This design comes from an exercise in tuning for small area, a short achievable clock period and few clock cycles on the open sky130 flow, not from production work.
In this exercise RTL edits were held to simulation tests only and were not proved equivalent to the original.
No activity file was given, so power comes from the tool's default toggle rates.

$ cat flow/design.v
module sprite_renderer (
    input  wire        clk,
    input  wire        rst,
    input  wire [15:0] cfg_tile_mult,
    input  wire [16:0] cfg_tile_len,     
    input  wire [1:0]  cfg_pal_cnt,      
    input  wire [15:0] cfg_nent0,        
    input  wire [15:0] cfg_nent1,        
    input  wire        cfg_debug,
    input  wire        pal_we,
    input  wire        pal_slot,
    input  wire [3:0]  pal_idx,
    input  wire [15:0] pal_wdata,
    input  wire        start,
    input  wire [15:0] attr0,
    input  wire [15:0] attr1,
    input  wire [15:0] attr2,
    output wire        ready,
    output reg         tile_req,
    output reg  [13:0] tile_addr,
    input  wire        tile_gnt,
    input  wire [31:0] tile_rdata,
    output reg         pix_valid,
    output reg  [5:0]  pix_x,
    output reg  [5:0]  pix_y,
    output reg  [31:0] pix_rgba,
    output reg         done,
    output reg  [6:0]  spr_w,
    output reg  [6:0]  spr_h,
    output reg         ev_tile_oor,
    output reg         ev_pidx_oor,
    output reg         ev_pnum_oor
);
    localparam S_IDLE = 3'd0;
    localparam S_CELL = 3'd1;
    localparam S_REQ  = 3'd2;
    localparam S_DATA = 3'd3;
    localparam S_PIX  = 3'd4;
    localparam S_DONE = 3'd5;
    function [7:0] c8;
        input [4:0] c;
        begin
            case (c)
                5'd0:  c8 = 8'd0;    5'd1:  c8 = 8'd8;
                5'd2:  c8 = 8'd16;   5'd3:  c8 = 8'd24;
                5'd4:  c8 = 8'd32;   5'd5:  c8 = 8'd41;
                5'd6:  c8 = 8'd49;   5'd7:  c8 = 8'd57;
                5'd8:  c8 = 8'd65;   5'd9:  c8 = 8'd74;
                5'd10: c8 = 8'd82;   5'd11: c8 = 8'd90;
                5'd12: c8 = 8'd98;   5'd13: c8 = 8'd106;
                5'd14: c8 = 8'd115;  5'd15: c8 = 8'd123;
                5'd16: c8 = 8'd131;  5'd17: c8 = 8'd139;
                5'd18: c8 = 8'd148;  5'd19: c8 = 8'd156;
                5'd20: c8 = 8'd164;  5'd21: c8 = 8'd172;
                5'd22: c8 = 8'd180;  5'd23: c8 = 8'd189;
                5'd24: c8 = 8'd197;  5'd25: c8 = 8'd205;
                5'd26: c8 = 8'd213;  5'd27: c8 = 8'd222;
                5'd28: c8 = 8'd230;  5'd29: c8 = 8'd238;
                5'd30: c8 = 8'd246;  default: c8 = 8'd255;
            endcase
        end
    endfunction
    function [3:0] cells_w;
        input [1:0] shape;
        input [1:0] size;
        begin
            case ({shape, size})
                4'b00_00: cells_w = 4'd1;  4'b00_01: cells_w = 4'd2;
                4'b00_10: cells_w = 4'd4;  4'b00_11: cells_w = 4'd8;
                4'b01_00: cells_w = 4'd2;  4'b01_01: cells_w = 4'd4;
                4'b01_10: cells_w = 4'd4;  4'b01_11: cells_w = 4'd8;
                4'b10_00: cells_w = 4'd1;  4'b10_01: cells_w = 4'd1;
                4'b10_10: cells_w = 4'd2;  4'b10_11: cells_w = 4'd4;
                default:  cells_w = 4'd1;
            endcase
        end
    endfunction
    function [3:0] cells_h;
        input [1:0] shape;
        input [1:0] size;
        begin
            case ({shape, size})
                4'b00_00: cells_h = 4'd1;  4'b00_01: cells_h = 4'd2;
                4'b00_10: cells_h = 4'd4;  4'b00_11: cells_h = 4'd8;
                4'b01_00: cells_h = 4'd1;  4'b01_01: cells_h = 4'd1;
                4'b01_10: cells_h = 4'd2;  4'b01_11: cells_h = 4'd4;
                4'b10_00: cells_h = 4'd2;  4'b10_01: cells_h = 4'd4;
                4'b10_10: cells_h = 4'd4;  4'b10_11: cells_h = 4'd8;
                default:  cells_h = 4'd1;
            endcase
        end
    endfunction
    reg [15:0] pal0 [0:15];
    reg [15:0] pal1 [0:15];
    always @(posedge clk) begin
        if (pal_we) begin
            if (pal_slot)
                pal1[pal_idx] <= pal_wdata;
            else
                pal0[pal_idx] <= pal_wdata;
        end
    end
    reg [2:0]  state;
    reg [3:0]  tw, th;           
    reg [2:0]  tx, ty;           
    reg [5:0]  n;                
    reg [25:0] base;             
    reg        hf, vf;
    reg        slot;
    reg [2:0]  row;              
    reg [2:0]  px;               
    reg [31:0] rowbuf;
    wire [1:0] a_shape = attr0[15:14];
    wire       a_rot   = attr0[8];
    wire [1:0] a_size  = attr1[15:14];
    wire [3:0] a_pnum  = attr2[15:12];
    wire [9:0] a_tidx  = attr2[9:0];
    wire       a_pnum_ok = ({2'b00, a_pnum} < {4'b0000, cfg_pal_cnt});
    wire [25:0] src       = base + {20'd0, n};
    wire [11:0] tile_cnt  = cfg_tile_len[16:5];
    wire        cell_fits = (src < {14'd0, tile_cnt});
    wire [3:0]  pv      = rowbuf[{px, 2'b00} +: 4];
    wire [15:0] nent    = slot ? cfg_nent1 : cfg_nent0;
    wire [15:0] pentry  = slot ? pal1[pv] : pal0[pv];
    wire        p_draw  = (pv != 4'd0) || cfg_debug;
    wire        p_valid = ({12'd0, pv} < nent);
    wire [5:0]  dx      = {tx, px};
    wire [5:0]  dy      = {ty, row};
    wire [6:0]  w_pix   = {tw, 3'b000};
    wire [6:0]  h_pix   = {th, 3'b000};
    wire [6:0]  fx      = w_pix - 7'd1 - {1'b0, dx};
    wire [6:0]  fy      = h_pix - 7'd1 - {1'b0, dy};
    wire last_col  = ({1'b0, tx} == tw - 4'd1);
    wire last_cell = last_col && ({1'b0, ty} == th - 4'd1);
    assign ready = (state == S_IDLE);
    always @(posedge clk) begin
        if (rst) begin
            state       <= S_IDLE;
            tile_req    <= 1'b0;
            tile_addr   <= 14'd0;
            pix_valid   <= 1'b0;
            pix_x       <= 6'd0;
            pix_y       <= 6'd0;
            pix_rgba    <= 32'd0;
            done        <= 1'b0;
            spr_w       <= 7'd0;
            spr_h       <= 7'd0;
            ev_tile_oor <= 1'b0;
            ev_pidx_oor <= 1'b0;
            ev_pnum_oor <= 1'b0;
            tw <= 4'd0; th <= 4'd0; tx <= 3'd0; ty <= 3'd0; n <= 6'd0;
            base <= 26'd0; hf <= 1'b0; vf <= 1'b0; slot <= 1'b0;
            row <= 3'd0; px <= 3'd0; rowbuf <= 32'd0;
        end else begin
            pix_valid <= 1'b0;
            done      <= 1'b0;
            case (state)
                S_IDLE: begin
                    if (start) begin
                        tw          <= cells_w(a_shape, a_size);
                        th          <= cells_h(a_shape, a_size);
                        spr_w       <= {cells_w(a_shape, a_size), 3'b000};
                        spr_h       <= {cells_h(a_shape, a_size), 3'b000};
                        hf          <= ~a_rot & attr1[12];
                        vf          <= ~a_rot & attr1[13];
                        base        <= a_tidx * cfg_tile_mult;
                        slot        <= a_pnum_ok ? a_pnum[0] : 1'b0;
                        ev_pnum_oor <= ~a_pnum_ok;
                        ev_tile_oor <= 1'b0;
                        ev_pidx_oor <= 1'b0;
                        tx          <= 3'd0;
                        ty          <= 3'd0;
                        n           <= 6'd0;
                        state       <= S_CELL;
                    end
                end
                S_CELL: begin
                    if (cell_fits) begin
                        row       <= 3'd0;
                        tile_req  <= 1'b1;
                        tile_addr <= {src[10:0], 3'd0};
                        state     <= S_REQ;
                    end else begin
                        ev_tile_oor <= 1'b1;
                        if (last_cell) begin
                            state <= S_DONE;
                        end else begin
                            n <= n + 6'd1;
                            if (last_col) begin
                                tx <= 3'd0;
                                ty <= ty + 3'd1;
                            end else begin
                                tx <= tx + 3'd1;
                            end
                        end
                    end
                end
                S_REQ: begin
                    if (tile_gnt) begin
                        tile_req <= 1'b0;
                        state    <= S_DATA;
                    end
                end
                S_DATA: begin
                    rowbuf <= tile_rdata;
                    px     <= 3'd0;
                    state  <= S_PIX;
                end
                S_PIX: begin
                    if (p_draw) begin
                        if (p_valid) begin
                            pix_valid <= 1'b1;
                            pix_x     <= hf ? fx[5:0] : dx;
                            pix_y     <= vf ? fy[5:0] : dy;
                            pix_rgba  <= {8'hFF, c8(pentry[14:10]),
                                          c8(pentry[9:5]), c8(pentry[4:0])};
                        end else begin
                            ev_pidx_oor <= 1'b1;
                        end
                    end
                    px <= px + 3'd1;
                    if (px == 3'd7) begin
                        if (row == 3'd7) begin
                            if (last_cell) begin
                                state <= S_DONE;
                            end else begin
                                n     <= n + 6'd1;
                                state <= S_CELL;
                                if (last_col) begin
                                    tx <= 3'd0;
                                    ty <= ty + 3'd1;
                                end else begin
                                    tx <= tx + 3'd1;
                                end
                            end
                        end else begin
                            row       <= row + 3'd1;
                            tile_req  <= 1'b1;
                            tile_addr <= tile_addr + 14'd1;
                            state     <= S_REQ;
                        end
                    end
                end
                S_DONE: begin
                    done  <= 1'b1;
                    state <= S_IDLE;
                end
                default: state <= S_IDLE;
            endcase
        end
    end
endmodule
module sprite_compositor (
    input  wire        clk,
    input  wire        rst,
    input  wire [15:0] cfg_tile_mult,
    input  wire [16:0] cfg_tile_len,
    input  wire [1:0]  cfg_pal_cnt,
    input  wire [15:0] cfg_nent0,
    input  wire [15:0] cfg_nent1,
    input  wire        cfg_debug,
    input  wire [7:0]  cfg_obj_count,    
    input  wire        pal_we,
    input  wire        pal_slot,
    input  wire [3:0]  pal_idx,
    input  wire [15:0] pal_wdata,
    input  wire        start,
    output wire        ready,
    output wire        oam_re,
    output wire [6:0]  oam_addr,
    input  wire [47:0] oam_rdata,
    output wire        tile_req,
    output wire [13:0] tile_addr,
    input  wire        tile_gnt,
    input  wire [31:0] tile_rdata,
    output reg         cv_we,
    output reg  [17:0] cv_addr,
    output reg  [31:0] cv_wdata,
    output reg         done,
    output reg         err_empty,
    output reg  [9:0]  min_x,            
    output reg  [8:0]  min_y,            
    output reg  [9:0]  canvas_w,
    output reg  [8:0]  canvas_h,
    output reg         ev_tile_oor,
    output reg         ev_pidx_oor,
    output reg         ev_pnum_oor
);
    localparam C_IDLE    = 4'd0;
    localparam C_BB_REQ  = 4'd1;
    localparam C_BB_DATA = 4'd2;
    localparam C_DIM     = 4'd3;
    localparam C_MUL     = 4'd4;
    localparam C_CLR     = 4'd5;
    localparam C_OB_REQ  = 4'd6;
    localparam C_OB_DATA = 4'd7;
    localparam C_OB_RUN  = 4'd8;
    localparam C_FIN     = 4'd9;
    localparam C_DONE    = 4'd10;
    function [6:0] dim_w;
        input [1:0] shape;
        input [1:0] size;
        begin
            case ({shape, size})
                4'b00_00: dim_w = 7'd8;   4'b00_01: dim_w = 7'd16;
                4'b00_10: dim_w = 7'd32;  4'b00_11: dim_w = 7'd64;
                4'b01_00: dim_w = 7'd16;  4'b01_01: dim_w = 7'd32;
                4'b01_10: dim_w = 7'd32;  4'b01_11: dim_w = 7'd64;
                4'b10_00: dim_w = 7'd8;   4'b10_01: dim_w = 7'd8;
                4'b10_10: dim_w = 7'd16;  4'b10_11: dim_w = 7'd32;
                default:  dim_w = 7'd8;
            endcase
        end
    endfunction
    function [6:0] dim_h;
        input [1:0] shape;
        input [1:0] size;
        begin
            case ({shape, size})
                4'b00_00: dim_h = 7'd8;   4'b00_01: dim_h = 7'd16;
                4'b00_10: dim_h = 7'd32;  4'b00_11: dim_h = 7'd64;
                4'b01_00: dim_h = 7'd8;   4'b01_01: dim_h = 7'd8;
                4'b01_10: dim_h = 7'd16;  4'b01_11: dim_h = 7'd32;
                4'b10_00: dim_h = 7'd16;  4'b10_01: dim_h = 7'd32;
                4'b10_10: dim_h = 7'd32;  4'b10_11: dim_h = 7'd64;
                default:  dim_h = 7'd8;
            endcase
        end
    endfunction
    wire [15:0] o_a0 = oam_rdata[15:0];
    wire [15:0] o_a1 = oam_rdata[31:16];
    wire [15:0] o_a2 = oam_rdata[47:32];
    wire signed [10:0] o_x  = {{2{o_a1[8]}}, o_a1[8:0]};
    wire signed [9:0]  o_y  = (o_a0[7:0] >= 8'd192) ? ({2'b00, o_a0[7:0]} - 10'sd256)
                                                     : {2'b00, o_a0[7:0]};
    wire [6:0]  o_w   = dim_w(o_a0[15:14], o_a1[15:14]);
    wire [6:0]  o_h   = dim_h(o_a0[15:14], o_a1[15:14]);
    wire signed [10:0] o_xe = o_x + $signed({4'd0, o_w});
    wire signed [9:0]  o_ye = o_y + $signed({3'd0, o_h});
    wire        o_disabled = ~o_a0[8] & o_a0[9];
    reg         ren_start;
    reg  [47:0] ren_attr;
    wire        ren_ready;
    wire        ren_pix_valid;
    wire [5:0]  ren_pix_x, ren_pix_y;
    wire [31:0] ren_pix_rgba;
    wire        ren_done;
    wire [6:0]  ren_w, ren_h;
    wire        ren_toor, ren_poor, ren_noor;
    sprite_renderer u_ren (
        .clk(clk), .rst(rst),
        .cfg_tile_mult(cfg_tile_mult), .cfg_tile_len(cfg_tile_len),
        .cfg_pal_cnt(cfg_pal_cnt), .cfg_nent0(cfg_nent0), .cfg_nent1(cfg_nent1),
        .cfg_debug(cfg_debug),
        .pal_we(pal_we), .pal_slot(pal_slot), .pal_idx(pal_idx), .pal_wdata(pal_wdata),
        .start(ren_start), .attr0(ren_attr[15:0]), .attr1(ren_attr[31:16]),
        .attr2(ren_attr[47:32]), .ready(ren_ready),
        .tile_req(tile_req), .tile_addr(tile_addr), .tile_gnt(tile_gnt),
        .tile_rdata(tile_rdata),
        .pix_valid(ren_pix_valid), .pix_x(ren_pix_x), .pix_y(ren_pix_y),
        .pix_rgba(ren_pix_rgba),
        .done(ren_done), .spr_w(ren_w), .spr_h(ren_h),
        .ev_tile_oor(ren_toor), .ev_pidx_oor(ren_poor), .ev_pnum_oor(ren_noor)
    );
    reg [3:0]  state;
    reg [7:0]  idx;
    reg signed [10:0] bb_minx, bb_maxx;
    reg signed [9:0]  bb_miny, bb_maxy;
    reg [9:0]  cw;
    reg [8:0]  ch;
    reg [17:0] wh;
    reg [17:0] clr_addr;
    reg [9:0]  ox;               
    reg [8:0]  oy;
    wire signed [10:0] o_ox = o_x - bb_minx;
    wire signed [9:0]  o_oy = o_y - bb_miny;
    wire [9:0]  pix_cx = ox + {4'd0, ren_pix_x};
    wire [8:0]  pix_cy = oy + {3'd0, ren_pix_y};
    wire [17:0] pix_addr = pix_cy * cw + {8'd0, pix_cx};
    assign ready    = (state == C_IDLE);
    assign oam_re   = (state == C_BB_REQ) || (state == C_OB_REQ);
    assign oam_addr = idx[6:0];
    always @(posedge clk) begin
        if (rst) begin
            state       <= C_IDLE;
            cv_we       <= 1'b0;
            cv_addr     <= 18'd0;
            cv_wdata    <= 32'd0;
            done        <= 1'b0;
            err_empty   <= 1'b0;
            min_x       <= 10'd0;
            min_y       <= 9'd0;
            canvas_w    <= 10'd0;
            canvas_h    <= 9'd0;
            ev_tile_oor <= 1'b0;
            ev_pidx_oor <= 1'b0;
            ev_pnum_oor <= 1'b0;
            ren_start   <= 1'b0;
            ren_attr    <= 48'd0;
            idx <= 8'd0; bb_minx <= 11'sd0; bb_maxx <= 11'sd0;
            bb_miny <= 10'sd0; bb_maxy <= 10'sd0; cw <= 10'd0; ch <= 9'd0;
            wh <= 18'd0; clr_addr <= 18'd0; ox <= 10'd0; oy <= 9'd0;
        end else begin
            done      <= 1'b0;
            ren_start <= 1'b0;
            cv_we <= 1'b0;
            if (ren_pix_valid) begin
                cv_we    <= 1'b1;
                cv_addr  <= pix_addr;
                cv_wdata <= ren_pix_rgba;
            end
            case (state)
                C_IDLE: begin
                    if (start) begin
                        ev_tile_oor <= 1'b0;
                        ev_pidx_oor <= 1'b0;
                        ev_pnum_oor <= 1'b0;
                        if (cfg_obj_count == 8'd0) begin
                            err_empty <= 1'b1;
                            state     <= C_DONE;
                        end else begin
                            err_empty <= 1'b0;
                            idx       <= 8'd0;
                            bb_minx   <= 11'sd511;
                            bb_maxx   <= -11'sd512;
                            bb_miny   <= 10'sd255;
                            bb_maxy   <= -10'sd256;
                            state     <= C_BB_REQ;
                        end
                    end
                end
                C_BB_REQ: begin
                    state <= C_BB_DATA;
                end
                C_BB_DATA: begin
                    if (o_x < bb_minx)  bb_minx <= o_x;
                    if (o_y < bb_miny)  bb_miny <= o_y;
                    if (o_xe > bb_maxx) bb_maxx <= o_xe;
                    if (o_ye > bb_maxy) bb_maxy <= o_ye;
                    if (idx + 8'd1 == cfg_obj_count) begin
                        state <= C_DIM;
                    end else begin
                        idx   <= idx + 8'd1;
                        state <= C_BB_REQ;
                    end
                end
                C_DIM: begin
                    cw    <= bb_maxx - bb_minx;
                    ch    <= bb_maxy - bb_miny;
                    state <= C_MUL;
                end
                C_MUL: begin
                    wh       <= ch * cw;
                    clr_addr <= 18'd0;
                    state    <= C_CLR;
                end
                C_CLR: begin
                    cv_we    <= 1'b1;
                    cv_addr  <= clr_addr;
                    cv_wdata <= cfg_debug ? 32'hFFFF_FFFF : 32'h0000_0000;
                    clr_addr <= clr_addr + 18'd1;
                    if (clr_addr + 18'd1 == wh) begin
                        idx   <= cfg_obj_count - 8'd1;
                        state <= C_OB_REQ;
                    end
                end
                C_OB_REQ: begin
                    state <= C_OB_DATA;
                end
                C_OB_DATA: begin
                    if (o_disabled) begin
                        if (idx == 8'd0) begin
                            state <= C_FIN;
                        end else begin
                            idx   <= idx - 8'd1;
                            state <= C_OB_REQ;
                        end
                    end else begin
                        ox        <= o_ox[9:0];
                        oy        <= o_oy[8:0];
                        ren_attr  <= oam_rdata;
                        ren_start <= 1'b1;
                        state     <= C_OB_RUN;
                    end
                end
                C_OB_RUN: begin
                    if (ren_done) begin
                        ev_tile_oor <= ev_tile_oor | ren_toor;
                        ev_pidx_oor <= ev_pidx_oor | ren_poor;
                        ev_pnum_oor <= ev_pnum_oor | ren_noor;
                        if (idx == 8'd0) begin
                            state <= C_FIN;
                        end else begin
                            idx   <= idx - 8'd1;
                            state <= C_OB_REQ;
                        end
                    end
                end
                C_FIN: begin
                    state <= C_DONE;
                end
                C_DONE: begin
                    done     <= 1'b1;
                    min_x    <= bb_minx[9:0];
                    min_y    <= bb_miny[8:0];
                    canvas_w <= cw;
                    canvas_h <= ch;
                    state    <= C_IDLE;
                end
                default: state <= C_IDLE;
            endcase
        end
    end
endmodule
$ cat flow/run.sh
#!/bin/bash
# synth_recipe.tcl (not shown) runs the flow's synth.tcl, then flattens the netlist and writes it again
# the make line also repeats each setting of config.mk as NAME=value (left out here)
make -C /OpenROAD-flow-scripts/flow DESIGN_CONFIG=/design/flow/config.mk WORK_HOME=/design/flow/orfs CLKGATE_MAP_FILE= SYNTH_SCRIPT=/design/flow/synth_recipe.tcl finish
$ cat flow/constraint.sdc
create_clock -name core_clock -period 8.0 [get_ports {clk}]
set_input_delay 1.6000 -clock core_clock [delete_from_list [all_inputs] [get_ports {clk}]]
set_output_delay 1.6000 -clock core_clock [all_outputs]
set_load 0.01 [all_outputs]
$ cat flow/config.mk
export PLATFORM = sky130hd
export DESIGN_NAME = sprite_compositor
export DESIGN_NICKNAME = sprite_compositor
export VERILOG_FILES = /design/flow/design.v
export SDC_FILE = /design/flow/constraint.sdc
export NUM_CORES = 4
export LEC_CHECK = 0
export CAP_MARGIN = 20
export CORE_MARGIN = 2
export CORE_UTILIZATION = 40
export PLACE_DENSITY = 0.6
export SLEW_MARGIN = 20
==> results by group <==
Timing
  • Final setup viols: 0
  • Skew final: 0.0258 ns
  • Slew Limit Fails: 0
  • Setup TNS: 0 ns
  • Worst relative slew slack: 0.247
  • Endpoints failing hold: 0
  • Achievable frequency: 0.139 GHz
  • Fin crit share: 0.897
  • Minimum clock period: 7.18 ns
  • Slew @ Worst Pin: 1.12 ns
  • RSZ-0062 raised after global routing: false

Yosys
  • Sequential fraction of the synthesis area: 0.435
  • Yosys top cell by area: edfxtp_1
  • Commonest cells in the netlist: 929 x nand2_1, 480 x edfxtp_1, 381 x dfxtp_1, 379 x inv_1, 345 x a21oi_1
  • Warnings from Yosys: 2
  • #FFs+latches synth: approximately 860
  • Post-synth net total: 5850
  • Post-synth ARST share: 0
  • Largest cells by area after synthesis: edfxtp_1 28%, dfxtp_1 15%, fa_1 9.4%, nand2_1 6.9%, ha_1 6.7%
  • Synthesized cell area: 0.0507 sq mm
  • Most common cell in the netlist: nand2_1
  • EDFF count, synth: 480
  • Post-synth top area share: 0.284
  • Mapped Cells: about 5.2k
  • Synth unique cells: 91
  • Synthesized area per cell: 9.83 sq um
  • Dominant synthesized flop cell: edfxtp_1

Clock tree
  • Num CTS Buffers: 95
  • CTS tree: built
  • H-tree depth: 3
  • Clock Latency Late Sink: a little over 0.7 ns
  • Hold buffers post-CTS: 0
  • Root Buffer: clkbuf_16
  • Clock Path Buffers: 3
  • Post-CTS Setup Inserts: 0
  • Clock transition at path regs: 0.06 ns
  • TritonCTS Sinks: between 800 and 900
  • Post-CTS sizing: 0

Placed design
  • Port bufs: 284
  • Placer Congestion: 0.844
  • HPWL after DPL: 97000 um

Critical path
  • FF-to-FF setup slack: 0.82 ns
  • Required time worst endpoint: ~8.6 ns
  • Nature of the critical path startpoint: flop
  • RR Startpoint: oy[0]$_SDFFE_PP0P_
  • CP Max Fanout: 10
  • Arrival time at the worst endpoint: 7.73 ns
  • Worst R2R End: cv_addr[17]$_SDFFE_PP0P_
  • Crit end category: flop
  • FF-to-FF path depth: 25
  • Worst setup path category: flop to flop

Global routing
  • Initial antenna violation count: 5
  • Vias in the first global route: about 37k
  • Total gr overflow: 0
  • Global-route wire length before repair: 218000 um
  • All-layer global routing usage: 0.213
  • Largest net degree at the start of global routing: 175

Finish
  • Synth-to-layout area growth: 14.7%
  • Area of the multi-input gates: 0.0260 sq mm
  • Layout cell share with drive strength beyond 1: 0.0586
  • Reg area: roughly 0.022 sq mm
  • Nets: 6014
  • Filler Cells Inserted: 11.7k

Min path
  • Hold Path Stages: 2
  • Min-Delay Startpoint: bb_minx[6]$_SDFFE_PP0P_
  • WHS Endpoint: min_x[6]$_SDFFE_PP0P_
  • Hold Crit Class: flop to flop

Floorplanning
  • Die Y: 360 um
  • Boundary Pins: 300
  • Placement row count: 130
  • Die area: around 0.13 sq mm
  • Die X: 360 um
  • Initial Util: 0.403
  • Area of the core: 0.126 sq mm

Drt
  • Wire per inst: 19.8 um
  • Final ANT Viol Nets: 0
  • Vias: 38.2k
  • Drt pass-1 iters: 5
  • DRC: 0
  • DR iter-0 viols: 3065
  • Post-Route WL: ~140000 um
  • Via density: about 5.4

Run
  • Maxcap violations: 0

Power
  • Lkg Pwr: between 20 and 25 nW
  • P per Cell Area: about 180 mW/mm^2
  • Total power: 10.3 mW
  • Max VDD drop: 162 uV

Status
  • Outcome: complete, no violations
## registers in the layout, indices dropped and copies added, names as in the netlist, 14 cells and up
name / count
u_ren.pix_rgba: 25
u_ren.tile_addr: 14
clr_addr: 18
cv_wdata: 25
u_ren.base: 26
u_ren.rowbuf: 32
cv_addr: 18
ren_attr: 21
wh: 18
u_ren.pal1: 240
u_ren.pal0: 240
## per-stage QoR
stage	instances	hold slack (ns)	util	setup WS (ns)	instance area, sq um
after detailed placement	6876	0.446	0.438	0.370	55000
after global placement	6876	0.440	0.438	0.449	55000
after floorplan	5159	0.432	-	1.29	50700
after global routing	7056	0.469	0.463	0.413	58200
final	7057	0.451	0.463	0.822	58200
after CTS	7055	0.454	0.463	0.844	58200
## power breakdown
part / leakage (nW) / internal (mW) / switching, mW / total (mW)
Combinational: 13.4 / 0.412 / 0.619 / 1.03
Sequential: 7.40 / 4.76 / 0.0916 / 4.85
Clock: 1.55 / 2.57 / 1.88 / 4.45
Total: 22.3 / 7.74 / 2.59 / 10.3
## critical path, cell delays in order, from the launching register on
cell and delay [ns]:
dfxtp_1 0.35, ha_1 0.17, inv_1 0.05, fa_1 0.40, nor2b_1 0.12, o21ai_0 0.10
a21boi_0 0.26, o21ai_0 0.19, nand2_1 0.12, xor2_1 0.66, and2_1 0.24, fa_1 0.45
fa_1 0.53, fa_1 0.53, fa_1 0.55, inv_1 0.05, fa_1 0.56, inv_1 0.05
ha_1 0.38, nand3_1 0.12, o2111ai_1 0.22, o211a_1 0.24, a41oi_1 0.20, a211o_1 0.27
a21oi_1 0.14, o41ai_1 0.09
## cell families after synthesis
| family | count (synthesis) | share of synthesized area |
|---|---|---|
| buffers and inverters | 687 | 0.0566 |
| muxes | 188 | 0.0401 |
| adders and majority gates | 510 | 0.161 |
| xor gates and xnor gates | 169 | 0.0292 |
| AOI/OAI and AO/OA | 878 | 0.110 |
| and+or+nand+nor | 1866 | 0.169 |
| DFF | 861 | 0.435 |
## placed cells by master, fill, tap and decap left out, types with 16 or more instances in the layout
cell,synthesis,final
nand2_1,929,929
edfxtp_1,480,480
dfxtp_1,381,380
inv_1,379,378
a21oi_1,345,345
ha_1,270,270
clkdlybuf4s50_1,0,269
fa_1,239,239
nor2_1,247,231
nand3_1,196,195
mux2i_1,175,174
and2_1,162,163
xnor2_1,115,115
o21ai_0,109,109
clkbuf_16,0,98
buf_4,25,87
nor3_1,74,73
a211oi_1,70,69
a31oi_1,59,59
xor2_1,54,54
nor2b_1,50,50
nand2b_1,41,40
a21o_1,40,40
and3_1,35,35
o21a_1,34,34
nand4_1,30,30
a32oi_1,25,25
clkbuf_1,215,23
o211ai_1,22,22
o22ai_1,19,19
nor2_2,0,16
o31ai_1,16,16
clkinv_2,0,16
## routing by layer
metal	wire (um)	track usage	share of wire	up-vias
met4	2270	0.0503	0.016	6
met1	64000	0.302	0.46	18800
met5	34	0	0.00024	-
met3	9860	0.0388	0.071	158
met2	63300	0.336	0.45	1167
li1	-	-	-	18100
## worst max path at each step
| stage | startpoint | to | slack [ns] | depth (start not counted) |
|---|---|---|---|---|
| global route | oy[0]$_SDFFE_PP0P_ | cv_addr[17]$_SDFFE_PP0P_ | 0.41 | 25 |
| detailed placement | cfg_tile_mult[3] | u_ren.base[25]$_SDFFE_PP0P_ | 0.37 | 20 |
| finish | oy[0]$_SDFFE_PP0P_ | cv_addr[17]$_SDFFE_PP0P_ | 0.82 | 25 |
| floorplan | cfg_tile_mult[13] | u_ren.base[25]$_SDFFE_PP0P_ | 1.29 | 21 |
| CTS | u_ren.pix_y[0]$_SDFFE_PP0P_ | cv_addr[17]$_SDFFE_PP0P_ | 0.84 | 26 |
| global placement | cfg_tile_mult[3] | u_ren.base[25]$_SDFFE_PP0P_ | 0.45 | 20 |
## cell type report
type	instances	area share
repair buffers	374	0.0600
diodes	2	0.0000860
inverters	380	0.0245
clock inverters	50	0.00918
well taps	1650	0.0355
multi-input cells	3611	0.446
clock buffers	129	0.0455
flip-flops and latches	861	0.379
Testbench counts, summed over its fixed seeds: cycles 505,985.

-- static timing again, ports no longer ideal --
In the flow no input, the clock included, has a driving cell. The finished layout below was timed again as built, in two steps. Step 1 assumes that a clkbuf_16 drives the clock port and a buf_2 every other input. Step 2 moves the port delays by t, midway between the first and last clock arrival at a register: inputs arrive t later, outputs are due t later. That takes back most of the time a late clock gives input paths. Three values: ideal, step 1, step 2; two values: the first two.
t, ns: 0.765
setup slack, ns: 0.822 / 0.822 / 0.334
hold slack, ns: 0.451 / 0.451 / 0.451
After both steps setup and hold are still met in this run. The setup slack of this run moves by 0.000 ns with the drivers and by -0.488 ns with both steps.
